Background: an optimization exercise with open tools, aiming at small area, a short achievable clock period and few clock cycles. Do not read the settings as production practice.
The RTL was checked by simulation tests, not by an equivalence proof against the original design.
Power is estimated from default activity; no workload was simulated.

// max17320_uce
module max17320_uce (
    input  wire        clk,
    input  wire        rst,         
    input  wire        cmd_valid,
    input  wire [31:0] cmd_word,
    output wire        cmd_ready,
    output reg         rsp_valid,
    output wire [31:0] res_o,
    output wire [31:0] aux_o,
    output wire [15:0] stat_o,
    output wire [31:0] errval_o
);
    localparam [7:0] OP_LDRS  = 8'h01, OP_LDP   = 8'h02, OP_CLRE  = 8'h03,
                     OP_CVOLT = 8'h10, OP_CPCT  = 8'h11, OP_CTEMP = 8'h12,
                     OP_CCAP  = 8'h13, OP_CCUR  = 8'h14, OP_CTIME = 8'h15,
                     OP_CVTHB = 8'h16, OP_ETEMP = 8'h17, OP_PCFG  = 8'h20,
                     OP_VVTH  = 8'h30, OP_EVTHB = 8'h31, OP_EVTH  = 8'h32,
                     OP_PACK  = 8'h33, OP_PACKS = 8'h34, OP_UNPK  = 8'h35,
                     OP_UNPKS = 8'h36, OP_DVTH  = 8'h37;
    localparam [2:0] ERR_OK = 3'd0, ERR_INVAL = 3'd1, ERR_ILLEGAL = 3'd2,
                     ERR_NOTCAL = 3'd3, ERR_CALLOCK = 3'd4;
    localparam [15:0] MASK_THTYPE  = 16'h0020;
    localparam [15:0] MASK_CPV     = 16'h00C0;
    localparam [15:0] MASK_REGMODE = 16'h0300;
    localparam [15:0] MASK_CADENCE = 16'h0C00;
    localparam [1:0] PH_EXEC = 2'd0,    
                     PH_DIV  = 2'd1,    
                     PH_NORM = 2'd2,    
                     PH_VTH  = 2'd3;    
    reg [15:0] p0, p1, p2, p3, p4, p5;
    reg [15:0] rsense;     
    reg [17:0] rs3;        
    reg [3:0]  rs_sh;
    reg [31:0] rr;         
    reg [15:0] ax;         
    reg        ax_hi;      
    reg [2:0]  st_err;
    reg        st_rv, st_calv, st_se;
    wire ef = |st_err;
    assign res_o    = ef ? 32'd0 : rr;
    assign errval_o = ef ? rr : 32'd0;
    assign aux_o    = {{16{ax_hi}}, ax};
    assign stat_o   = {10'd0, st_se, st_calv, st_rv, st_err};
    reg        busy;
    reg [1:0]  phase;
    reg [3:0]  cnt;        
    reg        div_neg;
    reg [31:0] cmd_q;      
  ...
clock: 13.5 ns
lec_check: 0
cap_margin: 80
core_margin: 2
core_utilization: 40
place_density: 0.6
setup_slack_margin: 5
slew_margin: 80
run.sh (not shown) runs the stock make flow with config.mk's settings and CLKGATE_MAP_FILE= SYNTH_SCRIPT=/design/flow/synth_recipe.tcl, a recipe that flattens the netlist after the stock synthesis.
Testbench counts at the start, summed over its fixed seeds: cycles 16,300.
Change:
- CAP_MARGIN: 80 -> 50
- SLEW_MARGIN: 80 -> 50
After rerunning:
- The changed run produced a clean layout
- synthesized cell count is unchanged
- cell area came out lower by 13%
- sequential cell count stays the same
Change:
- CAP_MARGIN: 50 -> 20
- SLEW_MARGIN: 50 -> 20
Result: Design area went down by 0.73%; hold slack improves by 0.0071 ns; wire length is about the same.
Change:
- CAP_MARGIN: 20 -> 60
- CORE_UTILIZATION: 40 -> 50
- PLACE_DENSITY: 0.6 -> 0.7
- SLEW_MARGIN: 20 -> 60
Flip-flop and latch count stays the same. Routed wire length rose by a little under a tenth. Hold slack improves by 0.013 ns. Final area rose slightly. Worst setup slack degrades by 0.18 ns. Via count rose by a few percent. First-iteration DRC count fell slightly. Power rose by a few percent.

---

JK:
Starting RTL as in the previous note.
make LEC_CHECK=0 CAP_MARGIN=40 CORE_MARGIN=2 CORE_UTILIZATION=40 PLACE_DENSITY=0.6 SETUP_SLACK_MARGIN=5 SLEW_MARGIN=40 finish   # period 13.5 ns
Testbench counts of JK, summed over its fixed seeds: cycles 16,300.
[inputs] MS vs JK
- changing SLEW_MARGIN from 40 to 60
- changing CAP_MARGIN from 40 to 60
==> run notes <==
JK reached the final stage; the timing, DRC and antenna checks on its layout passed. Every stage of the flow completed for MS, and the final layout passed the timing, DRC and antenna checks. Total power (MS vs. JK) increases slightly. Sort JK and MS by worst hold slack asc -> top: JK. Comparing JK and MS, count of buffer and inverter cells on the critical path is lower on JK. Compared with JK, MS shows a worst-case register-to-register setup slack that is 0.34 ns higher. Compared with JK, MS shows a higher non-clock buffer count. MS vs. JK: power density over the cells went down by about 0.9%, maximum cell stage delay along the critical path fell by 0.29 ns. Summary of MS over JK: final area higher, smallest setup slack after layout went up by 0.34 ns, count of flip-flops with a built-in enable after synthesis has remained practically unchanged.

## static timing again, ports no longer ideal
The results above use ideal ports. As a check the final layouts listed here were re-extracted and re-timed, cells and wires unchanged. Step 1 assumes that a clkbuf_16 drives the clock port and a buf_2 every other input. Step 2 moves the port delays by t, midway between the first and last clock arrival at a register: inputs arrive t later, outputs are due t later. That takes back most of the time a late clock gives input paths. Slacks: ideal / step 1 / step 2; pairs: ideal / step 1.
| run | t, ns | slack for setup (ns) | worst setup path after step 2 | slew at the worst register clock pin (ns) | cell pins on the clock port's net |
|---|---|---|---|---|---|
| the first run of note 1 | 0.619 | 6.320 / 6.320 / 6.320 | register to register | 0.07 / 0.07 | 1 |
| the second run of note 1 | 0.615 | 6.120 / 6.120 / 6.120 | register to register | 0.08 / 0.08 | 1 |
| the third run of note 1 | 0.635 | 5.946 / 5.946 / 5.946 | register to register | 0.08 / 0.08 | 1 |
| the fourth run of note 1 | 0.681 | 5.771 / 5.771 / 5.771 | register to register | 0.08 / 0.08 | 1 |
| JK | 0.634 | 5.960 / 5.960 / 5.960 | register to register | 0.07 / 0.07 | 1 |
| MS | 0.611 | 6.298 / 6.298 / 6.298 | register to register | 0.07 / 0.07 | 1 |
After both steps every run listed still meets setup and hold.
